This design comes from an exercise in tuning for small area, a short achievable clock period and few clock cycles on the open sky130 flow, not from production work.
Only simulation tests tie the RTL to the original design; equivalence was not proved.
Power figures rest on the tool's default switching activity, not on a simulated workload.

[design/flow/config.mk]
export PLATFORM = sky130hd
export DESIGN_NAME = tfps
export DESIGN_NICKNAME = tfps
export VERILOG_FILES = /design/flow/design.v
export SDC_FILE = /design/flow/constraint.sdc
export NUM_CORES = 4
export LEC_CHECK = 0
export CAP_MARGIN = 20
export CORE_MARGIN = 2
export CORE_UTILIZATION = 40
export SLEW_MARGIN = 20
[design/flow/constraint.sdc]
create_clock -name core_clock -period 37.0 [get_ports {clk}]
set_input_delay 7.4000 -clock core_clock [delete_from_list [all_inputs] [get_ports {clk}]]
set_output_delay 7.4000 -clock core_clock [all_outputs]
set_load 0.01 [all_outputs]
[design/flow/design.v]
module tfps (
    input  wire        clk,
    input  wire        rst,
    input  wire        cmd_valid,
    output wire        cmd_ready,
    input  wire [63:0] cmd,
    output reg         rsp_valid,
    output reg  [39:0] rsp,
    output wire        tx_valid,
    output reg  [7:0]  tx_byte,
    output reg         tx_probe,
    input  wire        tx_ready
);
    localparam [7:0] OP_FBEGIN = 8'h01, OP_FBYTE = 8'h02, OP_FW16 = 8'h03,
                     OP_FW32   = 8'h04, OP_FEND  = 8'h05,
                     OP_PACK   = 8'h10, OP_UNPACK = 8'h11, OP_DSPLIT = 8'h12,
                     OP_TICK   = 8'h20, OP_SETHM  = 8'h21, OP_POLL   = 8'h22,
                     OP_CFGWR  = 8'h30, OP_CFGRD  = 8'h31, OP_INIT   = 8'h32;
    localparam [7:0] ST_OK = 8'h00, ST_NONE = 8'h01, ST_CHUNK = 8'h02,
                     ST_NOTREADY = 8'h03, ST_ABANDONED = 8'h04,
                     ST_INITFAIL = 8'h0D, ST_SEQERR = 8'h0E, ST_ILLEGAL = 8'h0F;
    localparam [1:0] FS_IDLE = 2'd0, FS_OPEN = 2'd1, FS_ABANDONED = 2'd2;
    localparam [3:0]   DCYC  = 4'd9;          
    reg              mode_q;
    reg  [1:0]       fstate_q;
    reg  [15:0]      crc_q;
    reg  [31:0]      now_q;
    reg  [10:0]      gen_q;
    reg  [31:0]      hc_q;
    reg  [31:0]      hp_q;
    reg  [3:0][7:0]  sid_q;
    reg  [3:0][7:0]  sm_q;
    reg  [3:0][7:0]  rr_q;
    reg  [31:0]      delim_q;
    reg  [10:0][31:0] lring_q;     
    reg  [10:0][31:0] iring_q;     
    reg  [3:0]       hptr_q;       
    reg  [3:0]       clr_q;        
    reg              pend_q;       
    reg  [3:0]       pend_g_q;
    wire [7:0] d_start = delim_q[7:0];
    wire [7:0] d_stop  = delim_q[15:8];
    wire [7:0] d_esc   = delim_q[23:16];
    wire [7:0] d_mask  = delim_q[31:24];
    reg         q_v;
    reg  [7:0]  q_op;
    reg  [7:0]  q_a;
    reg  [15:0] q_b;
    reg  [31:0] q_c;
    reg         ready_q;       
    reg         ld_q;          
    reg         rst_q;         
    reg         txv_q;         
    reg         em_act;        
    reg         probe_q;       
    reg  [3:0]  kh_q;          
    reg         tick_ok_q;     
    reg  [2:0]  em_idx;        
    reg         em_esc;        
    reg  [3:0]  em_cnt;        
    reg  [7:0]  it_q;          
    reg         res_q;         
    assign cmd_ready = ready_q;
    assign tx_valid  = txv_q;
    reg  [3:0]  scan_cnt;
    reg         scan_found;
    reg  [31:0] scan_best;
    reg  [3:0]  scan_g;
    reg  [3:0]  scan_rk;
    reg         scan_ones;     
    reg         scan_kept;     
    reg  [31:0] sc_el_q;
    reg  [3:0]  sc_g_q;
    function automatic [15:0] crc_fold(input [15:0] c, input [7:0] b);
        integer i;
        reg [15:0] x;
        begin
            x = c ^ {8'h00, b};
            for (i = 0; i < 8; i = i + 1)
                x = x[0] ? ((x >> 1) ^ 16'h8408) : (x >> 1);
            crc_fold = x;
        end
    endfunction
    function automatic resv(input [7:0] x, input [31:0] d);
        resv = (x == d[7:0]) || (x == d[15:8]) || (x == d[23:16]);
    endfunction
    wire op_fbegin = (q_op == OP_FBEGIN);
    wire op_fbyte  = (q_op == OP_FBYTE);
    wire op_fw16   = (q_op == OP_FW16);
    wire op_fw32   = (q_op == OP_FW32);
    wire op_fend   = (q_op == OP_FEND);
    wire op_data   = op_fbyte | op_fw16 | op_fw32;
    wire op_pack   = (q_op == OP_PACK);
    wire op_unpack = (q_op == OP_UNPACK);
    wire op_dsplit = (q_op == OP_DSPLIT);
    wire op_tick   = (q_op == OP_TICK);
    wire op_sethm  = (q_op == OP_SETHM);
    wire op_poll   = (q_op == OP_POLL);
    wire op_cfgwr  = (q_op == OP_CFGWR);
    wire op_cfgrd  = (q_op == OP_CFGRD);
    wire op_init   = (q_op == OP_INIT);
    wire [2:0] em_last = op_fw32 ? 3'd6 : op_fw16 ? 3'd4 : op_fend ? 3'd2 : 3'd0;
    wire        clearing = clr_q[3] | clr_q[2] | clr_q[1] | clr_q[0];
    reg         pend_hit;      
    wire [31:0] now_dec  = now_q - 32'd1;
    reg  [31:0] now_p1;
    reg         now_c;
    integer ni;
    always @(*) begin
        now_c = 1'b1;
        for (ni = 0; ni < 32; ni = ni + 1) begin
            now_p1[ni] = now_q[ni] ^ now_c;
            now_c      = now_c & now_q[ni];
        end
    end
    wire [31:0] head_l   = clearing ? 32'd0 : pend_hit ? now_dec : lring_q[0];
    wire [31:0] head_i   = clearing ? 32'd0 : iring_q[0];
    wire [3:0]  hptr_n   = (hptr_q == 4'd10) ? 4'd0 : hptr_q + 4'd1;
    wire q_a_ring_i = (q_a[7:4] == 4'h1) && (q_a[3:0] <= 4'd10);
    wire q_a_ring_l = (q_a[7:4] == 4'h2) && (q_a[3:0] <= 4'd10);
    wire q_at_head  = (q_a[3:0] == hptr_q);
    wire [31:0] sc_el   = now_q - head_l;
    wire [32:0] sc_ovx  = {1'b0, sc_el_q} - {1'b0, iring_q[10]};
    wire        sc_elig = gen_q[sc_g_q] && !sc_ovx[32];
    wire [3:0]  sc_rk   = (sc_g_q == 4'd3) ? 4'd10 : (sc_g_q == 4'd0) ? 4'd9 :
                          (sc_g_q == 4'd1) ? 4'd8  : (sc_g_q == 4'd2) ? 4'd7 :
                          (sc_g_q == 4'd8) ? 4'd6  : (sc_g_q == 4'd6) ? 4'd5 :
                          (sc_g_q == 4'd5) ? 4'd4  : (sc_g_q == 4'd4) ? 4'd3 :
                          (sc_g_q == 4'd7) ? 4'd2  : (sc_g_q == 4'd10) ? 4'd1 : 4'd0;
    wire [35:0] sc_key  = {sc_ovx[31:0], sc_rk};
    wire [35:0] sc_bkey = {scan_best, scan_rk};
    wire        sc_b    = (scan_cnt != 4'd0) && (scan_cnt != 4'd12);
    wire        sc_take = sc_b && sc_elig && (!scan_found || (sc_key > sc_bkey));
    wire        scan_rdy = (scan_cnt == 4'd12);
    wire health_trig = gen_q[3] && (hc_q != hp_q);
    localparam [109:0] LANE_W = {5'd11, 5'd10, 5'd11, 5'd11, 5'd8, 5'd9, 5'd7,
                                 5'd12, 5'd1, 5'd1, 5'd1, 5'd1, 5'd2, 5'd5,
                                 5'd15, 5'd8, 5'd9, 5'd10, 5'd8, 5'd8, 5'd2, 5'd4};
    localparam [109:0] LANE_O = {5'd21, 5'd11, 5'd0, 5'd17, 5'd9, 5'd0, 5'd25,
                                 5'd12, 5'd10, 5'd9, 5'd8, 5'd7, 5'd5, 5'd0,
                                 5'd17, 5'd9, 5'd0, 5'd22, 5'd14, 5'd6, 5'd4, 5'd0};
    wire        field_ok = (q_a <= 8'd21);
    reg  [31:0] pack_result;
    reg  [31:0] unpack_result;
    integer li;
    always @(*) begin
        pack_result   = 32'd0;
        unpack_result = 32'd0;
        for (li = 0; li < 22; li = li + 1) begin
            if (q_a[4:0] == li[4:0]) begin
                pack_result = pack_result |
                    (((q_c[31] ? 32'd0 :
                       ((q_c >> LANE_W[li*5 +: 5]) != 32'd0) ? ((32'd1 << LANE_W[li*5 +: 5]) - 32'd1) :
                       q_c)) << LANE_O[li*5 +: 5]);
                unpack_result = unpack_result |
                    ((q_c >> LANE_O[li*5 +: 5]) & ((32'd1 << LANE_W[li*5 +: 5]) - 32'd1));
            end
        end
    end
    wire [2:0]  dsp_k  = q_a[2:0];
    wire [13:0] dsp_p  = ({14{kh_q[0]}} & 14'd10)   | ({14{kh_q[1]}} & 14'd100) |
                         ({14{kh_q[2]}} & 14'd1000) | ({14{kh_q[3]}} & 14'd10000);
    wire [15:0] dsp_p2 = {1'b0, dsp_p, 1'b0};
    wire [15:0] dsp_p3 = ({16{kh_q[0]}} & 16'd30)   | ({16{kh_q[1]}} & 16'd300) |
                         ({16{kh_q[2]}} & 16'd3000) | ({16{kh_q[3]}} & 16'd30000);
    wire        dsp_neg   = q_b[15];
    function automatic [15:0] dstep(input [13:0] r, input [1:0] b,
                                    input [13:0] p1, input [15:0] p2, input [15:0] p3);
        reg [15:0] r4;
        reg [16:0] t1, t2, t3;
        begin
            r4 = {r, b};
            t1 = {1'b0, r4} - {3'b000, p1};
            t2 = {1'b0, r4} - {1'b0, p2};
            t3 = {1'b0, r4} - {1'b0, p3};
            if (!t3[16])      dstep = {2'd3, t3[13:0]};
            else if (!t2[16]) dstep = {2'd2, t2[13:0]};
            else if (!t1[16]) dstep = {2'd1, t1[13:0]};
            else              dstep = {2'd0, r4[13:0]};
        end
    endfunction
    wire [13:0] dv_r0 = q_b[13:0];
    wire [15:0] dv_s1 = dstep(dv_r0, q_c[31:30] ^ {2{dsp_neg}}, dsp_p, dsp_p2, dsp_p3);
    wire [15:0] dv_s2 = dstep(dv_s1[13:0], q_c[29:28] ^ {2{dsp_neg}}, dsp_p, dsp_p2, dsp_p3);
    wire [13:0] dv_r  = dv_s2[13:0];
    wire [31:0] dv_d  = {q_c[27:0], dv_s1[15:14], dv_s2[15:14]};
    wire        fin_neg = q_b[15];
    wire [13:0] dsp_pm1 = ({14{kh_q[0]}} & 14'd9)   | ({14{kh_q[1]}} & 14'd99) |
                          ({14{kh_q[2]}} & 14'd999) | ({14{kh_q[3]}} & 14'd9999);
    wire        fin_c   = (q_b[13:0] == dsp_pm1);
    wire [15:0] fin_rem = !fin_neg ? {2'b00, q_b[13:0]} : fin_c ? 16'd0 : {2'b11, ~q_b[13:0]};
    wire        fin_ovp = (q_c[31:15] != 17'd0);
    wire        fin_ovn = (q_c[31:16] != 16'd0) || (q_c[15] && (fin_c || (q_c[14:0] != 15'd0)));
    wire [15:0] fin_qn  = fin_c ? ~q_c[15:0] : (16'd0 - q_c[15:0]);
    wire [15:0] fin_quo = !fin_neg ? (fin_ovp ? 16'h7FFF : q_c[15:0])
                                   : (fin_ovn ? 16'h8000 : fin_qn);
    wire        dsp_k0  = (q_a == 8'd0);
    wire [15:0] k0_quo  = q_c[31] ? ((q_c[31:15] == 17'h1FFFF) ? q_c[15:0] : 16'h8000)
                                  : ((q_c[31:15] == 17'h00000) ? q_c[15:0] : 16'h7FFF);
    reg        poll_hit;
    reg [1:0]  poll_slot;
    integer si;
    always @(*) begin
        poll_hit  = 1'b0;
        poll_slot = 2'd0;
        for (si = 3; si >= 0; si = si - 1) begin
            if (sm_q[si] != 8'd0 && sid_q[si] == q_a) begin
                poll_hit  = 1'b1;
                poll_slot = si[1:0];
            end
        end
    end
    wire [7:0] rr_cur  = rr_q[poll_slot];
    wire [8:0] rr_inc  = {1'b0, rr_cur} + 9'd1;
    wire [7:0] rr_next = (rr_inc >= {1'b0, sm_q[poll_slot]}) ? 8'd0 : rr_inc[7:0];
    reg        reg_ok;
    reg        reg_rw;
    reg [31:0] reg_rdata;
    always @(*) begin
        reg_ok    = 1'b1;
        reg_rw    = 1'b0;
        reg_rdata = 32'd0;
        if (q_a == 8'h00) begin
            reg_rdata = {29'd0, fstate_q, mode_q};
        end else if (q_a == 8'h01) begin
            reg_rdata = delim_q;
            reg_rw    = 1'b1;
        end else if (q_a == 8'h02) begin
            reg_rdata = {21'd0, gen_q};
            reg_rw    = 1'b1;
        end else if (q_a == 8'h03) begin
            reg_rdata = now_q;
        end else if (q_a == 8'h04) begin
            reg_rdata = hc_q;
        end else if (q_a == 8'h05) begin
            reg_rdata = hp_q;
        end else if (q_a_ring_i) begin
            reg_rdata = head_i;
            reg_rw    = 1'b1;
        end else if (q_a_ring_l) begin
            reg_rdata = head_l;
        end else if (q_a >= 8'h30 && q_a <= 8'h33) begin
            reg_rdata = {8'd0, rr_q[q_a[1:0]], sm_q[q_a[1:0]], sid_q[q_a[1:0]]};
            reg_rw    = 1'b1;
        end else begin
            reg_ok    = 1'b0;
        end
    end
    wire delim_valid =
        (d_esc != d_start) && (d_esc != d_stop) && (d_mask != 8'd0) &&
        ((d_start ^ d_stop) != d_mask) && ((d_start ^ d_esc) != d_mask) &&
        ((d_stop ^ d_esc) != d_mask);
    wire       it_done   = !res_q || em_esc;           
    wire       last_draw = (em_idx == em_last) && it_done;
    wire [2:0] nidx      = em_idx + 3'd1;
    wire [15:0] trailer  = ~crc_q;
    reg  [7:0] nit;
    always @(*) begin
        if (op_fend) nit = (nidx == 3'd1) ? trailer[15:8] : d_stop;
        else begin
            case (nidx)
                3'd1:    nit = q_b[7:0];
                3'd2:    nit = q_b[15:8];
                3'd3:    nit = q_c[7:0];
                3'd4:    nit = q_c[15:8];
                3'd5:    nit = q_c[23:16];
                default: nit = q_c[31:24];
            endcase
        end
    end
    wire       nres      = resv(nit, delim_q) && !(op_fend && nidx == 3'd2);
    wire [7:0] cont_byte = !it_done ? (it_q ^ d_mask) : (nres ? d_esc : nit);
    reg         x_done;
    reg  [7:0]  r_st;
    reg  [31:0] r_data;
    reg         mode_n;
    reg  [1:0]  fstate_n;
    reg  [15:0] crc_n;
    reg         now_inc;
    reg         hc_wr, hp_wr, delim_wr, gen_wr, sens_wr, rr_wr, iring_wr;
    reg         pend_set;
    reg  [3:0]  pend_g_n;
    reg         scan_restart;
    reg         scan_keep_try;    
    reg         tick_wait;        
    reg         x_cont;        
    reg         x_will_done;   
    reg         em_adv;        
    always @(*) begin
        x_done       = 1'b0;
        r_st         = ST_ILLEGAL;
        r_data       = 32'd0;
        mode_n       = mode_q;
        fstate_n     = fstate_q;
        crc_n        = crc_q;
        now_inc      = 1'b0;
        hc_wr        = 1'b0;
        hp_wr        = 1'b0;
        delim_wr     = 1'b0;
        gen_wr       = 1'b0;
        sens_wr      = 1'b0;
        rr_wr        = 1'b0;
        iring_wr     = 1'b0;
        pend_set     = 1'b0;
        pend_g_n     = 4'd3;
        scan_restart = 1'b0;
        scan_keep_try = 1'b0;
        tick_wait     = 1'b0;
        x_will_done  = 1'b0;
        em_adv       = 1'b0;
        if (q_v) begin
            if (em_act) begin
                if (op_fbegin) crc_n = 16'hFFFF;
                else if (op_data && it_done) crc_n = crc_fold(crc_q, it_q);
                if (!tx_ready) begin
                    x_done   = 1'b1;
                    r_st     = ST_ABANDONED;
                    r_data   = {28'd0, em_cnt};
                    fstate_n = op_fend ? FS_IDLE : FS_ABANDONED;
                end else if (last_draw) begin
                    x_done   = 1'b1;
                    r_st     = ST_OK;
                    r_data   = {28'd0, em_cnt + 4'd1};
                    fstate_n = op_fend ? FS_IDLE : FS_OPEN;
                end else begin
                    em_adv      = 1'b1;
                    x_will_done = !it_done ? (em_idx == em_last)
                                           : ((nidx == em_last) && !nres);
                end
            end else begin
                x_done = 1'b1;
                case (q_op)
                    OP_FBEGIN: r_st = ST_ILLEGAL;
                    OP_FBYTE, OP_FW16, OP_FW32, OP_FEND: begin
                        if (!mode_q) r_st = ST_ILLEGAL;
                        else if (fstate_q == FS_IDLE) r_st = ST_SEQERR;
                        else begin
                            r_st = ST_ABANDONED;
                            if (op_fend) fstate_n = FS_IDLE;
                        end
                    end
                    OP_PACK: begin
                        if (field_ok) begin r_st = ST_OK; r_data = pack_result; end
                    end
                    OP_UNPACK: begin
                        if (field_ok) begin r_st = ST_OK; r_data = unpack_result; end
                    end
                    OP_DSPLIT: begin
                        if (q_a <= 8'd4) begin
                            if (dsp_k0) begin
                                r_st   = ST_OK;
                                r_data = {k0_quo, 16'd0};
                            end else if (em_cnt != DCYC) begin
                                x_done      = 1'b0;
                                x_will_done = (em_cnt == DCYC - 4'd1);
                            end else begin
                                r_st   = ST_OK;
                                r_data = {fin_quo, fin_rem};
                            end
                        end
                    end
                    OP_TICK: begin
                        if (mode_q) begin
                            if (!probe_q && !tick_ok_q) begin
                                x_done = 1'b0;
                            end else if (probe_q && !tx_ready) begin
                                now_inc = 1'b1;
                                r_st    = ST_NOTREADY;
                                scan_keep_try = 1'b1;
                            end else if (probe_q && q_a[0]) begin
                                now_inc = 1'b1;
                                r_st    = ST_CHUNK;
                                scan_keep_try = 1'b1;
                            end else if (probe_q && health_trig) begin
                                now_inc      = 1'b1;
                                scan_restart = 1'b1;
                                r_st         = ST_OK;
                                r_data       = {28'd0, 4'd3};
                                pend_set     = 1'b1;
                                pend_g_n     = 4'd3;
                                hp_wr        = 1'b1;
                            end else if (!scan_rdy) begin
                                x_done      = 1'b0;
                                tick_wait   = 1'b1;
                                x_will_done = (scan_cnt == 4'd11);
                            end else if (!scan_found) begin
                                now_inc      = 1'b1;
                                scan_restart = 1'b1;
                                r_st         = ST_NONE;
                            end else begin
                                now_inc      = 1'b1;
                                scan_restart = 1'b1;
                                r_st         = ST_OK;
                                r_data       = {28'd0, scan_g};
                                pend_set     = 1'b1;
                                pend_g_n     = scan_g;
                            end
                        end
                    end
                    OP_SETHM: begin
                        if (mode_q) begin r_st = ST_OK; hc_wr = 1'b1; end
                    end
                    OP_POLL: begin
                        if (mode_q) begin
                            if (!poll_hit) r_st = ST_NONE;
                            else begin
                                r_st   = ST_OK;
                                r_data = {22'd0, poll_slot, rr_cur};
                                rr_wr  = 1'b1;
                            end
                        end
                    end
                    OP_CFGWR: begin
                        if (!mode_q && reg_ok && reg_rw) begin
                            if (q_a_ring_i && !q_at_head) begin
                                x_done      = 1'b0;
                                x_will_done = (q_a[3:0] == hptr_n);
                            end else begin
                                r_st = ST_OK;
                                if (q_a == 8'h01) delim_wr = 1'b1;
                                else if (q_a == 8'h02) begin gen_wr = 1'b1; scan_restart = 1'b1; end
                                else if (q_a_ring_i) begin iring_wr = 1'b1; scan_restart = 1'b1; end
                                else sens_wr = 1'b1;
                            end
                        end
                    end
                    OP_CFGRD: begin
                        if (reg_ok) begin
                            if ((q_a_ring_i || q_a_ring_l) && !q_at_head) begin
                                x_done      = 1'b0;
                                x_will_done = (q_a[3:0] == hptr_n);
                            end else begin
                                r_st   = ST_OK;
                                r_data = reg_rdata;
                            end
                        end
                    end
                    OP_INIT: begin
                        if (!mode_q) begin
                            if (!delim_valid) r_st = ST_INITFAIL;
                            else begin r_st = ST_OK; mode_n = 1'b1; end
                        end
                    end
                    default: r_st = ST_ILLEGAL;
                endcase
            end
        end
        x_cont = q_v && !x_done;
    end
    wire hp_pre = q_v && !em_act && op_tick && mode_q && probe_q && !q_a[0] && health_trig;
    wire       tick_now   = q_v && op_tick;
    wire       pend_left  = pend_q && !pend_hit;
    wire       pend_n     = pend_left || tick_now;
    wire       probe_wait = x_cont && op_tick && !probe_q && !tick_ok_q && !pend_left;
    wire       scan_keep  = scan_keep_try && scan_rdy && scan_found && !scan_ones && !scan_kept;
    wire       scan_rst   = scan_restart || (scan_keep_try && !scan_keep);
    wire [3:0] scan_cnt_n = scan_rst ? 4'd0 : scan_rdy ? scan_cnt : scan_cnt + 4'd1;
    wire        acc   = cmd_valid && ready_q;    
    wire [7:0]  y_op  = cmd[63:56];
    wire [7:0]  y_a   = cmd[55:48];
    wire        y_fbegin = (y_op == OP_FBEGIN);
    wire        y_fend   = (y_op == OP_FEND);
    wire        y_data   = (y_op == OP_FBYTE) || (y_op == OP_FW16) || (y_op == OP_FW32);
    wire        y_multi  = (y_op == OP_FW16) || (y_op == OP_FW32) || y_fend || (y_op == OP_FBYTE);
    wire        y_emit   = mode_n && (y_fbegin || ((y_data || y_fend) && fstate_n == FS_OPEN));
    wire        y_tick   = (y_op == OP_TICK);
    wire        scan_rdy_p = !scan_restart && !tick_now && ((scan_cnt == 4'd11) || scan_rdy);
    wire        y_probe  = y_tick && mode_n && !pend_n;
    wire        y_ring   = ((y_op == OP_CFGRD) && (y_a[7:4] == 4'h1 || y_a[7:4] == 4'h2)) ||
                           ((y_op == OP_CFGWR) && (y_a[7:4] == 4'h1));
    wire        y_wait   = ((y_op == OP_DSPLIT) && (y_a[7:3] == 5'd0) && (y_a[2:0] != 3'd0) &&
                            (y_a[2:0] <= 3'd4)) ||
                           (y_tick && mode_n && (pend_n || (!scan_rdy_p && !y_a[0]))) ||
                           (y_ring && (y_a[3:0] != hptr_n)) || (y_multi && y_emit);
    wire [7:0]  fend0    = ~crc_n[7:0];
    wire        fend0_r  = resv(fend0, delim_q);
    wire [7:0]  fend0_b  = fend0_r ? d_esc : fend0;
    wire        ya_r     = resv(y_a, delim_q);
    wire        y_p_fbegin = !y_op[2] && !y_op[1];
    wire        y_p_fend   = y_op[2] && y_op[0];
    wire [7:0]  y_byte   = y_p_fbegin ? d_start : y_p_fend ? fend0_b : (ya_r ? d_esc : y_a);
    wire [7:0]  y_it     = y_p_fend ? fend0 : y_a;
    wire        y_res    = y_p_fend ? fend0_r : (ya_r && !y_p_fbegin);
    always @(posedge clk) begin
        hptr_q  <= hptr_n;
        lring_q <= {(clearing ? 32'd0 : pend_hit ? now_dec : lring_q[0]), lring_q[10:1]};
        iring_q <= {(iring_wr ? q_c : clearing ? 32'd0 : iring_q[0]), iring_q[10:1]};
        if (clearing) clr_q <= clr_q - 4'd1;
        if (pend_hit) pend_q <= 1'b0;
        pend_hit <= pend_set ? (pend_g_n == hptr_n)
                             : (pend_q && !pend_hit && (pend_g_q == hptr_n));
        rsp_valid <= x_done;
        rsp       <= {r_st, r_data};
        mode_q   <= mode_n;
        fstate_q <= fstate_n;
        crc_q    <= crc_n;
        if (now_inc)  now_q   <= now_p1;
        if (hc_wr)    hc_q    <= q_c;
        if (hp_pre && tx_ready) hp_q <= hc_q;
        if (delim_wr) delim_q <= q_c;
        if (gen_wr)   gen_q   <= q_c[10:0];
        if (sens_wr) begin
            sid_q[q_a[1:0]] <= q_c[7:0];
            sm_q[q_a[1:0]]  <= q_c[15:8];
        end
        if (rr_wr) rr_q[poll_slot] <= rr_next;
        if (pend_set) pend_q <= 1'b1;
        if (pend_set) pend_g_q <= pend_g_n;
        scan_cnt <= scan_cnt_n;
        sc_el_q  <= sc_el;
        sc_g_q   <= hptr_q;
        if (scan_rst) begin
            scan_found <= 1'b0;
            scan_kept  <= 1'b0;
        end else begin
            if (scan_keep) scan_kept  <= 1'b1;
            if (sc_take)   scan_found <= 1'b1;
        end
        if (sc_take) begin
            scan_best  <= sc_ovx[31:0];
            scan_g     <= sc_g_q;
            scan_rk    <= sc_rk;
            scan_ones  <= (sc_el_q == 32'hFFFFFFFF);
        end
        if (q_v && !em_act && op_dsplit && em_cnt == 4'd0) begin
            q_b  <= {q_c[31], 15'd0};
            kh_q <= {dsp_k == 3'd4, dsp_k == 3'd3, dsp_k == 3'd2, dsp_k == 3'd1};
        end else if (q_v && !em_act && op_dsplit && em_cnt != DCYC) begin
            q_c    <= dv_d;
            q_b    <= {dsp_neg, 1'b0, dv_r};
        end
        if ((q_v && !em_act && op_dsplit) || em_act) em_cnt <= em_cnt + 4'd1;
        tx_byte <= cont_byte;
        if (em_act) begin
            if (!it_done) em_esc <= 1'b1;
            else begin
                em_esc <= 1'b0;
                em_idx <= nidx;
                it_q   <= nit;
                res_q  <= nres;
            end
        end
        txv_q    <= em_adv;
        em_act   <= em_adv;
        tx_probe <= probe_wait;
        probe_q  <= probe_wait;
        tick_ok_q <= tick_wait;
        ready_q  <= !x_cont || x_will_done;
        ld_q     <= !x_cont || x_will_done;
        if (x_done) q_v <= 1'b0;
        if (ready_q) begin
            q_v      <= cmd_valid;
            txv_q    <= cmd_valid && y_emit;
            em_act   <= cmd_valid && y_emit;
            tx_probe <= cmd_valid && y_probe;
            probe_q  <= cmd_valid && y_probe;
            ready_q  <= !cmd_valid || !y_wait;
            ld_q     <= !cmd_valid || !y_wait;
        end
        if (ld_q) begin
            q_op     <= y_op;
            q_a      <= y_a;
            q_b      <= cmd[47:32];
            q_c      <= cmd[31:0];
            em_idx   <= 3'd0;
            em_esc   <= 1'b0;
            em_cnt   <= 4'd0;
            tick_ok_q <= 1'b0;
            it_q     <= y_it;
            res_q    <= y_res;
            tx_byte  <= y_byte;
        end
        rst_q <= rst;
        if (rst) begin
            q_v        <= 1'b0;
            ready_q    <= 1'b0;
            ld_q       <= 1'b1;
            txv_q      <= 1'b0;
            tx_probe   <= 1'b0;
            rsp_valid  <= 1'b0;
        end
        if (rst_q) begin
            mode_q     <= 1'b0;
            fstate_q   <= FS_IDLE;
            now_q      <= 32'd0;
            gen_q      <= 11'd0;
            hc_q       <= 32'd0;
            hp_q       <= 32'd0;
            sid_q      <= '0;
            sm_q       <= '0;
            rr_q       <= '0;
            delim_q    <= 32'h207D7E7E;
            hptr_q     <= 4'd0;
            clr_q      <= 4'd11;
            pend_q     <= 1'b0;
            pend_hit   <= 1'b0;
            scan_cnt   <= 4'd0;
            scan_found <= 1'b0;
            scan_kept  <= 1'b0;
        end
    end
endmodule
[design/flow/flow/run.sh]
#!/bin/bash
# Layout flow: the standard flow (standard.sh, unchanged synthesis,
# floorplan, placement, CTS and routing) with one difference: the buffers that
# ORFS puts on every input and output port are sky130_fd_sc_hd__buf_4 instead
# of the default smallest buffer, which shortens the paths from the inputs and
# to the outputs. The full output of the flow goes to standard_flow.log; the
# ORFS tools' own logs stay under orfs/logs/.
set -euo pipefail
export BUFFER_PORTS_ARGS="-buffer_cell sky130_fd_sc_hd__buf_4"
bash standard.sh > standard_flow.log 2>&1
[design/flow/standard.sh]
#!/bin/bash
# synth_recipe.tcl (not shown) runs the flow's synth.tcl, then flattens the netlist and writes it again
# the make line also repeats each setting of config.mk as NAME=value (left out here)
make -C /OpenROAD-flow-scripts/flow DESIGN_CONFIG=/design/flow/config.mk WORK_HOME=/design/flow/orfs CLKGATE_MAP_FILE= SYNTH_SCRIPT=/design/flow/synth_recipe.tcl "${@:-finish}"
==> results.toml, run 1 <==
[yosys]
synth_sequential_area_ratio_pct = 47.9
synth_edf_count = 130
ys_ff_latch = 1194
ys_dominant_reg_cell = "dfxtp_1"
synth.yosys.warnings = 1
syn-instance-count = 5607
avgSynthCellArea_sq_um = 9.39
post-synth-top-area-fraction_pct = 40.4
yosys.area.top_type = "dfxtp_1"
main_area_contributors_after_synthesis = "dfxtp_1 (40%), edfxtp_1 (7.4%), ha_1 (5.2%)"
ys_top_cells_by_count = "dfxtp_1 (1,064), nand2_1 (578), nor2_1 (451), a21oi_1 (338), o21ai_0 (336)"
mappedNetlistArea_sq_um = 52700
ys_async_sr_fraction_pct = 0
synth_cell_types = 108
synth.most_common_cell = "dfxtp_1"

[sta]
final_hold_viol_count = 0
timing.final.ws_setup_ps = 28120
tns_ps = 0
worst_pin_slew_ps = 1220
max_freq_mhz = 113
slew-limit-headroom_pct = 17.9
setup_viol = 0
rsz0062_at_grt = "no"
post-route-min-period_ps = 8880
fin_skew_ps = 57.9
final-max-slew-violation-count = 0
period_share_pct = 24.0
holdWs_ps = 287

[critical_path]
timing.rr.end = "q_b[3]"
critPathLaunch = "tx_ready"
slowest_delay_ps = 590
crit_chain = "buf_4 -> a31oi_1 -> or4_1 -> nor2_1 -> o21ai_0 -> a31oi_1 -> o21ai_0 -> a21o_1 -> o211a_1 -> or2_1"
crit_path_start_kind = "input port"
criticalPathCategory = "input port to flop"
cp_data_required_time_ps = 37640
worst_path_max_delay_cell = "or4_1"
timing.rr.start = "kh_q[1]"
ff2ff_path_depth = 22
end_kind = "flop"
worst-r2r-setup-slack_ps = 28460
critPathArrivalTime_ps = 9510
timing.critical_path.fanout_max = 9

[placed_design]
placedCellCount = 7192
place_congestion = 1.00
detailedPlace.worstSlack_ps = 27230
detailedPlacementHpwl_mm = 134
buffer_ports.inserted = 115

[clocking]
clk_latency_worst_skew_pair_ps = 780
cts_inserted_buffers = 119
htree_levels = 3
number_of_buffers_inserted_for_hold_repair_after_clock_tree_synthesis = 0
clk_transition_reported_paths_ps = 60
post_cts_resize_count = 0
cts.root.buffer_cell = "clkbuf_16"
cts_tree = "done"
maximum_root_to_sink_buffer_count = 3
cts.repair_timing.setup_buffer_count = 0
clock_sinks = 1194

[finish]
finalNonFillerCells = 7419
drive_gt1_share_pct = 9.98
area_growth_syn_to_layout_pct = 12.9
layout_net_count = 5855
nFillCells = 12700

[floorplanning]
die_h_um = 367
floorplan.die.width_um = 367
placementRows = 133
start_util_pct = 40.2
core_region_area_sq_um = 131000
fp.dieArea_sq_um = 135000
top_level_ports = 120

[detailed_routing]
drt-pass1-iter-count = 6
wirelength_mm = 189
avg_wl_per_cell_um = 25.4
vias_per_cell = 5.90
route.vias.total = 43800
drt.antenna.violating_nets = 0
detailedRoute.firstIterationViolations = 5430
drc_errors_left = 0

[global_route]
grt_pass1_wl_mm = 275
track_usage_pct = 27.1
overflow = 0
pin_count_of_the_biggest_net_entering_global_routing = 173
vias_in_the_first_global_route = 41200
grt_antenna_before_repair = 7

[power]
cellLeakagePower_nw = 23.1
cellPowerDensity_nw_per_um2 = 54.2
vdd.ir_drop.worst_mv = 0.0473

[worst_hold_path]
worst_hold_path.endpoint = "iring_q[196]"
holdCritStartpoint = "iring_q[228]"
holdCritPathClass = "flop to flop"
worst_hold_path_cells = 0

[flow_run]
max_cap_viol_count = 0

[outcome]
run_status = "finished clean"
==> critical path, delay by kind of cell <==
family / cells / cell delay (ps)
buffers and inverters: 1 / 140
AOI/OAI and AO/OA: 6 / 1040
and+or+nand+nor: 3 / 920
==> kinds of logic after synthesis <==
kind of cell / Yosys count / synth area share [%]
and+or+nand+nor: 1673 / 14.8
AOI/OAI and AO/OA: 1407 / 17.7
DFF: 1194 / 47.9
buffers and inverters: 580 / 4.27
xor gates and xnor gates: 368 / 6.17
adders and majority gates: 227 / 5.51
muxes: 157 / 3.71
other: 1 / 0.00712
==> area by class of cell <==
class                      count  area, sq um  area share (%)
tap                         1755         2200            3.69
multi-input combinational   3836        25300            42.6
inverter                     200          751            1.26
timing repair buffer         209         1580            2.66
clock inverter                58          847            1.42
clock buffer                 165         3520            5.92
sequential                  1194        25200            42.4
antenna                        2         5.00         0.00842
==> registers in the layout, summed over array words and instances (netlist names), 8 cells and up <==
signal	cells
iring_q	352
lring_q	352
rsp	36
delim_q	32
hc_q	32
hp_q	32
now_q	32
q_c	32
rr_q	32
sc_el_q	32
scan_best	32
sid_q	32
sm_q	32
crc_q	16
q_b	16
gen_q	11
it_q	8
q_a	8
q_op	8
tx_byte	8
==> per-stage QoR <==
step / instance area [sq um] / power [mW] / util (%)
6_report: 59500 / 3.22 / 45.3
5_1_grt: 59500 / 3.34 / 45.3
4_1_cts: 59400 / 3.23 / 45.3
3_5_place_dp: 55000 / 1.93 / 42.0
3_3_place_gp: 55000 / 1.92 / 42.0
2_1_floorplan: 52700 / 1.75 / -
==> how the worst max path moves through the flow <==
stage	slack, ps	cells after the start	endpoint
2_1_floorplan	27570	11	pend_hit
3_3_place_gp	27240	11	tx_byte[2]
3_5_place_dp	27230	11	tx_byte[0]
4_1_cts	28020	11	tx_byte[0]
5_1_grt	27970	10	ld_q
6_report	28120	10	ld_q
==> routing by layer <==
metal / share of wire, % / up-vias / track usage [%]
li1: - / 19900 / -
met1: 41 / 20900 / 35.6
met2: 43 / 2371 / 40.6
met3: 9.4 / 611 / 6.05
met4: 6.8 / 8 / 16.3
met5: 0.022 / - / 0
==> power by group <==
part	internal, mW	leakage (nW)	switching (mW)
registers	1.32	9.82	0.0367
logic	0.191	11.1	0.366
clock network	0.775	2.13	0.531
total	2.29	23.1	0.934
==> placed cells by master, fill, tap and decap left out, types with 58 or more instances in the layout <==
master     netlist  final
a211oi_1        58     58
a21o_1          64     64
a21oi_1        338    338
a22oi_1        141    141
buf_4            7    206
clkbuf_16        0    126
dfxtp_1       1064   1061
edfxtp_1       130    130
ha_1           219    219
inv_1          195    195
mux2i_1         86     86
nand2_1        578    577
nand3_1        102    100
nor2_1         451    446
nor2b_1         62     61
nor3_1         114    109
nor4_1          71     67
o21ai_0        336    333
xnor2_1        185    185
xor2_1         181    180
Testbench counts, summed over its fixed seeds: cycles 84,105.
==> run 2, diff against run 1 <==
--- a/design/flow/design.v
+++ b/design/flow/design.v
@@ -21,5 +21,5 @@
                      ST_INITFAIL = 8'h0D, ST_SEQERR = 8'h0E, ST_ILLEGAL = 8'h0F;
     localparam [1:0] FS_IDLE = 2'd0, FS_OPEN = 2'd1, FS_ABANDONED = 2'd2;
-    localparam [3:0]   DCYC  = 4'd9;          
+    localparam [3:0]   DCYC  = 4'd8;          
     reg              mode_q;
     reg  [1:0]       fstate_q;
@@ -158,5 +158,4 @@
         end
     end
-    wire [2:0]  dsp_k  = q_a[2:0];
     wire [13:0] dsp_p  = ({14{kh_q[0]}} & 14'd10)   | ({14{kh_q[1]}} & 14'd100) |
                          ({14{kh_q[2]}} & 14'd1000) | ({14{kh_q[3]}} & 14'd10000);
@@ -184,4 +183,5 @@
     wire [15:0] dv_s2 = dstep(dv_s1[13:0], q_c[29:28] ^ {2{dsp_neg}}, dsp_p, dsp_p2, dsp_p3);
     wire [13:0] dv_r  = dv_s2[13:0];
+    wire        dsp_skip = q_v && !em_act && op_dsplit && (em_cnt == 4'd0) && ((q_c[31:16] ^ {16{dsp_neg}}) == 16'd0);
     wire [31:0] dv_d  = {q_c[27:0], dv_s1[15:14], dv_s2[15:14]};
     wire        fin_neg = q_b[15];
@@ -523,12 +523,13 @@
             scan_ones  <= (sc_el_q == 32'hFFFFFFFF);
         end
-        if (q_v && !em_act && op_dsplit && em_cnt == 4'd0) begin
-            q_b  <= {q_c[31], 15'd0};
-            kh_q <= {dsp_k == 3'd4, dsp_k == 3'd3, dsp_k == 3'd2, dsp_k == 3'd1};
-        end else if (q_v && !em_act && op_dsplit && em_cnt != DCYC) begin
-            q_c    <= dv_d;
-            q_b    <= {dsp_neg, 1'b0, dv_r};
+        if (q_v && !em_act && op_dsplit && em_cnt != DCYC) begin
+            if (dsp_skip) begin
+                q_c    <= {q_c[15:0], 16'd0};
+            end else begin
+                q_c    <= dv_d;
+                q_b    <= {dsp_neg, 1'b0, dv_r};
+            end
         end
-        if ((q_v && !em_act && op_dsplit) || em_act) em_cnt <= em_cnt + 4'd1;
+        if ((q_v && !em_act && op_dsplit) || em_act) em_cnt <= em_cnt + (dsp_skip ? 4'd4 : 4'd1);
         tx_byte <= cont_byte;
         if (em_act) begin
@@ -561,5 +562,6 @@
             q_op     <= y_op;
             q_a      <= y_a;
-            q_b      <= cmd[47:32];
+            q_b      <= y_op[4] ? {cmd[31], 15'd0} : cmd[47:32];
+            kh_q     <= {y_a[2:0] == 3'd4, y_a[2:0] == 3'd3, y_a[2:0] == 3'd2, y_a[2:0] == 3'd1};
             q_c      <= cmd[31:0];
             em_idx   <= 3'd0;
==> run 2 against run 1 <==
Net effect: clock-buffer cell count decreased by 2; via count increased by 1.1%; largest power group unchanged; register-to-register slack improved by 840 ps; area after synthesis increased by 0.49%.
==> results.toml, run 2 <==
[outcome]
run_status = "finished clean"

[yosys]
main_area_contributors_after_synthesis = "dfxtp_1 (40%), edfxtp_1 (7.4%), ha_1 (5.2%)"
ys_async_sr_fraction_pct = 0
synth_edf_count = 130
ys_top_cells_by_count = "dfxtp_1 (1,064), nand2_1 (587), nor2_1 (461), a21oi_1 (358), clkbuf_1 (331)"
synth.yosys.warnings = 1
synth_sequential_area_ratio_pct = 47.6
yosys.area.top_type = "dfxtp_1"
ys_ff_latch = 1194
post-synth-top-area-fraction_pct = 40.2
mappedNetlistArea_sq_um = 52900
synth.most_common_cell = "dfxtp_1"
syn-instance-count = 5699
synth_cell_types = 107
avgSynthCellArea_sq_um = 9.29
ys_dominant_reg_cell = "dfxtp_1"

[detailed_routing]
route.vias.total = 44300
wirelength_mm = 189
vias_per_cell = 5.89
drt.antenna.violating_nets = 0
drc_errors_left = 0
avg_wl_per_cell_um = 25.2
drt-pass1-iter-count = 9
detailedRoute.firstIterationViolations = 5094

[placed_design]
place_congestion = 0.990
detailedPlacementHpwl_mm = 135
buffer_ports.inserted = 115

[floorplanning]
fp.dieArea_sq_um = 135000
placementRows = 133
die_h_um = 368
start_util_pct = 40.3
core_region_area_sq_um = 131000
top_level_ports = 120
floorplan.die.width_um = 368

[global_route]
grt_pass1_wl_mm = 276
overflow = 0
track_usage_pct = 27.0
vias_in_the_first_global_route = 40900
pin_count_of_the_biggest_net_entering_global_routing = 101
grt_antenna_before_repair = 14

[flow_run]
max_cap_viol_count = 0

[critical_path]
criticalPathCategory = "input port to flop"
cp_data_required_time_ps = 37640
critPathArrivalTime_ps = 9430
ff2ff_path_depth = 21
timing.critical_path.fanout_max = 13
crit_path_start_kind = "input port"
end_kind = "flop"

[worst_hold_path]
holdCritPathClass = "flop to flop"
worst_hold_path_cells = 0

[finish]
drive_gt1_share_pct = 9.20
layout_commonest_cell = "dfxtp_1"
nFillCells = 12600
reg_top3 = "iring_q (352), lring_q (352), rsp (36)"
layout_net_count = 5961
final_cell_mix = "dfxtp_1 (1,061), nand2_1 (587), nor2_1 (456)"
area_growth_syn_to_layout_pct = 12.4

[clocking]
cts_inserted_buffers = 117
maximum_root_to_sink_buffer_count = 3
clk_latency_worst_skew_pair_ps = 780
clk_transition_reported_paths_ps = 70
cts.repair_timing.setup_buffer_count = 0
number_of_buffers_inserted_for_hold_repair_after_clock_tree_synthesis = 0
cts.root.buffer_cell = "clkbuf_16"
post_cts_resize_count = 0
clock_sinks = 1194
htree_levels = 3
cts_tree = "done"

[power]
cellLeakagePower_nw = 23.1
fin_total_pwr_mw = 2.86
sw_frac_of_total_pct = 25.3
p_int_mw = 2.14
power_share_of_the_sequential_group_pct = 46.3
switching_power_mw = 0.725
comb_power_share_pct = 10.3
p_clk_share_pct = 43.3
cellPowerDensity_nw_per_um2 = 48.1
vdd.ir_drop.worst_mv = 0.0399

[sta]
final-max-slew-violation-count = 0
fin_skew_ps = 55.7
final_hold_viol_count = 0
setup_viol = 0
rsz0062_at_grt = "no"
period_share_pct = 23.8
tns_ps = 0
worst_pin_slew_ps = 1230
post-route-min-period_ps = 8790
max_freq_mhz = 114
slew-limit-headroom_pct = 17.8
run 2: cell types whose count changed after synthesis, moves of 21 or more:
cell,delta
mux2_2,-22
xnor2_1,+37
o21ai_0,-47
xor2_1,-51
o21ai_1,+100
nand3_1,+21
a22oi_1,-21
mux2i_1,+33
o21a_1,+22
nor4_1,-25
run 2: layout make-up:
class / count / area, sq um / area share [%]
antenna: 3 / 7.51 / 0.0126
multi-input combinational: 3931 / 25600 / 43.0
inverter: 195 / 732 / 1.23
sequential: 1194 / 25200 / 42.4
timing repair buffer: 225 / 1690 / 2.84
clock inverter: 52 / 687 / 1.15
tap: 1755 / 2200 / 3.69
clock buffer: 163 / 3370 / 5.67
run 2: critical path, stage by stage:
cell and delay [ps]:
buf_4 170, a31oi_1 180, nand2b_1 220, or2_1 290, nor2_1 180, nand2_1 170, xor2_1 190, o31ai_1 220
a21oi_1 100, o41ai_1 290
run 2: cells by family after synthesis:
kind of cell | count (synthesis) | synth area share, %
other cells | 1 | 0.00709
fa+ha+maj | 229 | 5.53
xor+xnor | 354 | 5.90
flops | 1194 | 47.6
buf+inv | 577 | 4.21
simple gates | 1699 | 15.0
mux | 166 | 3.80
compound gates | 1479 | 18.0
run 2: power by group through the flow:
stage	sequential [mW]	clock [mW]	combinational, mW
3_5_place_dp	1.35	0	0.287
4_1_cts	1.33	1.26	0.289
2_1_floorplan	1.35	0	0.208
5_1_grt	1.33	1.32	0.320
3_3_place_gp	1.35	0	0.285
6_report	1.33	1.24	0.296
run 2: metal layers:
layer / vias to the layer above / GRT usage [%] / wire length, um
li1: 20200 / - / -
met1: 21200 / 37.5 / 81100
met2: 2268 / 40.0 / 80000
met3: 523 / 5.56 / 17500
met4: 8 / 13.2 / 10500
met5: - / 0 / 200
run 2: path summary, 6_finish.rpt:
path | slack [ps] | to | startpoint
max | 28210 | pend_hit | tx_ready
min reg2reg | 290 | iring_q[222] | iring_q[254]
min | 290 | iring_q[222] | iring_q[254]
max reg2reg | 29300 | q_b[5] | kh_q[2]
run 2: stage by stage:
stage	instances	instance area, sq um	hold slack (ps)	util (%)	worst slack [ps]
detailed placement	7300	55400	312	42.2	27310
global route	7515	59500	276	45.3	28030
finish	7518	59500	291	45.3	28210
global placement	7300	55400	310	42.2	27290
floorplan	5702	52900	310	-	27700
CTS	7515	59500	272	45.2	28110
Testbench counts of run 2, summed over its fixed seeds: cycles 82,902.
==> run 3, diff against run 2 <==
--- a/design/flow/config.mk
+++ b/design/flow/config.mk
@@ -9,3 +9,5 @@
 export CORE_MARGIN = 2
 export CORE_UTILIZATION = 40
+export CTS_CLUSTER_DIAMETER = 120
+export CTS_CLUSTER_SIZE = 25
 export SLEW_MARGIN = 20
==> run 3 against run 2 <==
Net effect: worst hold slack improved by 33 ps; final cell count shrank 1.8%; clock-buffer cell count is 93 lower; sequential power about the same; area after synthesis did not move; setup slack got worse by 64 ps; combinational power is essentially flat; first-iteration DRC count grew 1.2%; maximum frequency is 0.72% lower; utilization down 1.9 points.
==> results.toml, run 3 <==
[outcome]
run_status = "finished clean"

[detailed_routing]
routedLengthMet1_mm = 80.5
met2_wirelength_mm = 78.8
wirelength_mm = 187
avg_wl_per_cell_um = 25.3
detailedRoute.firstIterationViolations = 5155
drc_errors_left = 0
route.vias.total = 43700
met3_length_mm = 17.4
highest-signal-layer = "met5"
drt.antenna.violating_nets = 0
vias_per_cell = 5.91
drt-pass1-iter-count = 8

[sta]
fin_skew_ps = 39.4
timing.final.ws_setup_ps = 28140
setup_viol = 0
rsz0062_at_grt = "no"
worst_pin_slew_ps = 1210
max_freq_mhz = 113
post-route-min-period_ps = 8860
final_hold_viol_count = 0
tns_ps = 0
slew-limit-headroom_pct = 19.1
period_share_pct = 23.9
final-max-slew-violation-count = 0

[yosys]
synth_cell_types = 107
ys_async_sr_fraction_pct = 0
avgSynthCellArea_sq_um = 9.29
synth_sequential_area_ratio_pct = 47.6
syn-instance-count = 5699
mappedNetlistArea_sq_um = 52900
synth.most_common_cell = "dfxtp_1"
ys_dominant_reg_cell = "dfxtp_1"
ys_top_cells_by_count = "dfxtp_1 (1,064), nand2_1 (587), nor2_1 (461), a21oi_1 (358), clkbuf_1 (331)"
post-synth-top-area-fraction_pct = 40.2
main_area_contributors_after_synthesis = "dfxtp_1 (40%), edfxtp_1 (7.4%), ha_1 (5.2%)"
ys_ff_latch = 1194
yosys.area.top_type = "dfxtp_1"
synth_edf_count = 130
synth.yosys.warnings = 1

[power]
comb_power_share_pct = 12.8
fin_total_pwr_mw = 2.32
cellLeakagePower_nw = 21.9
p_clk_share_pct = 30.1
sw_frac_of_total_pct = 26.6
p_int_mw = 1.70
cellPowerDensity_nw_per_um2 = 40.7
switching_power_mw = 0.617
power_share_of_the_sequential_group_pct = 57.1
vdd.ir_drop.worst_mv = 0.0409

[clocking]
cts.root.buffer_cell = "clkbuf_16"
post_cts_resize_count = 0
htree_levels = 2
maximum_root_to_sink_buffer_count = 3
clk_transition_reported_paths_ps = 110
number_of_buffers_inserted_for_hold_repair_after_clock_tree_synthesis = 0
cts.repair_timing.setup_buffer_count = 0
cts_inserted_buffers = 55
cts_tree = "done"
clock_sinks = 1194
clk_latency_worst_skew_pair_ps = 730

[finish]
sequential_standard_cell_area_sq_um = 25200
multi_input_area_sq_um = 25600
area_growth_syn_to_layout_pct = 7.79
final_instance_area_sq_um = 57000
drive_gt1_share_pct = 7.20
layout_commonest_cell = "dfxtp_1"
reg_top3 = "iring_q (352), lring_q (352), rsp (36)"
final_cell_mix = "dfxtp_1 (1,061), nand2_1 (587), nor2_1 (456)"
layout_net_count = 5899
nFillCells = 12900

[critical_path]
timing.rr.end = "q_b[5]"
ff2ff_path_depth = 21
timing.rr.start = "kh_q[3]"
end_kind = "flop"
critPathArrivalTime_ps = 9460
criticalPathCategory = "input port to flop"
critPathLaunch = "tx_ready"
timing.critical_path.fanout_max = 13
crit_path_start_kind = "input port"
worst-r2r-setup-slack_ps = 29360
cp_data_required_time_ps = 37600

[worst_hold_path]
holdCritPathClass = "flop to flop"
worst_hold_path_cells = 0
worst_hold_path.endpoint = "lring_q[215]"
holdCritStartpoint = "lring_q[247]"

[global_route]
track_usage_pct = 26.6
overflow = 0
grt_pass1_wl_mm = 272
grt_antenna_before_repair = 14
pin_count_of_the_biggest_net_entering_global_routing = 101
vias_in_the_first_global_route = 40000

[placed_design]
place_congestion = 0.990
detailedPlace.worstSlack_ps = 27310
placed_cell_area_sq_um = 55400
buffer_ports.inserted = 115
detailedPlacementHpwl_mm = 135

[flow_run]
max_cap_viol_count = 0

[floorplanning]
fp.dieArea_sq_um = 135000
floorplan.die.width_um = 368
die_h_um = 368
placementRows = 133
core_region_area_sq_um = 131000
top_level_ports = 120
start_util_pct = 40.3
[run 3: logic make-up (layout without fill, tap and decap cells)]
family / after synthesis / count (layout) / synth area share (%)
flip-flops: 1194 / 1194 / 47.6
XOR/XNOR: 354 / 354 / 5.90
adder cells (fa/ha/maj): 229 / 229 / 5.53
other: 1 / 7 / 0.00709
AND/OR/NAND/NOR: 1699 / 1699 / 15.0
AO/OA/AOI/OAI: 1479 / 1479 / 18.0
multiplexers: 166 / 166 / 3.80
buffers and inverters: 577 / 500 / 4.21
[run 3: area by class of cell]
cell class	count	share of cell area, %
diodes	3	0.0132
inverters	195	1.28
clock buffers	70	2.53
repair buffers	225	2.96
clock inverters	10	0.276
multi-input cells	3931	44.9
flip-flops and latches	1194	44.2
well taps	1755	3.85
[run 3: metrics by stage]
stage	std cells	hold slack (ps)	util, %
6_report	7383	324	43.4
3_5_place_dp	7300	312	42.2
5_1_grt	7380	331	43.4
4_1_cts	7380	315	43.4
3_3_place_gp	7300	310	42.2
2_1_floorplan	5702	310	-
[run 3: worst max-delay path by stage]
| stage | end | slack, ps |
|---|---|---|
| CTS | tx_byte[1] | 28080 |
| floorplan | tx_byte[3] | 27700 |
| finish | pend_hit | 28140 |
| detailed placement | tx_byte[1] | 27310 |
| global placement | tx_byte[6] | 27290 |
| global route | pend_hit | 28000 |
[run 3: power by group through the flow]
stage                     Clock, mW  Sequential [mW]  Combinational (mW)
final                         0.699             1.32               0.296
after global routing          0.762             1.33               0.320
after detailed placement          0             1.35               0.287
after global placement            0             1.35               0.285
after CTS                     0.716             1.32               0.289
after floorplan                   0             1.35               0.208
[run 3: worst max-delay path, cell delays in order]
cell and delay, ps:
buf_4 170, a31oi_1 180, nand2b_1 220, or2_1 290
nor2_1 190, nand2_1 160, xor2_1 190, o31ai_1 230
a21oi_1 110, o41ai_1 330
[run 3: per-layer routing]
layer / GRT usage [%] / vias up
met5: 0 / -
met4: 12.6 / 4
met3: 4.40 / 478
met2: 39.6 / 2260
met1: 37.4 / 20900
li1: - / 20000

==> separate check: timing with driven ports <==
Ports are ideal in the flow. The routed layouts listed here were re-timed in OpenROAD. Step 1, drivers: a clkbuf_16 drives clk and a buf_2 each remaining input, both assumed. Step 2 times the ports against the registers' clock, not the clock port: input delays grow and output delays shrink by t, the midpoint of the rising clock arrivals with the driver on. a / b / c = ideal ports / drivers / drivers and shift; a / b = the first two.
run | t, ns | setup slack, ns | worst setup path after step 2
run 1 | 0.827 | 28.121 / 28.082 / 27.280 | input to register
run 2 | 0.828 | 28.206 / 28.146 / 27.388 | input to register
run 3 | 0.785 | 28.142 / 28.154 / 27.369 | input to register
After both steps setup and hold are still met in every run listed. For run 1, which loses most, drivers alone change the setup slack by -0.039 ns; drivers and shift together by -0.841 ns.
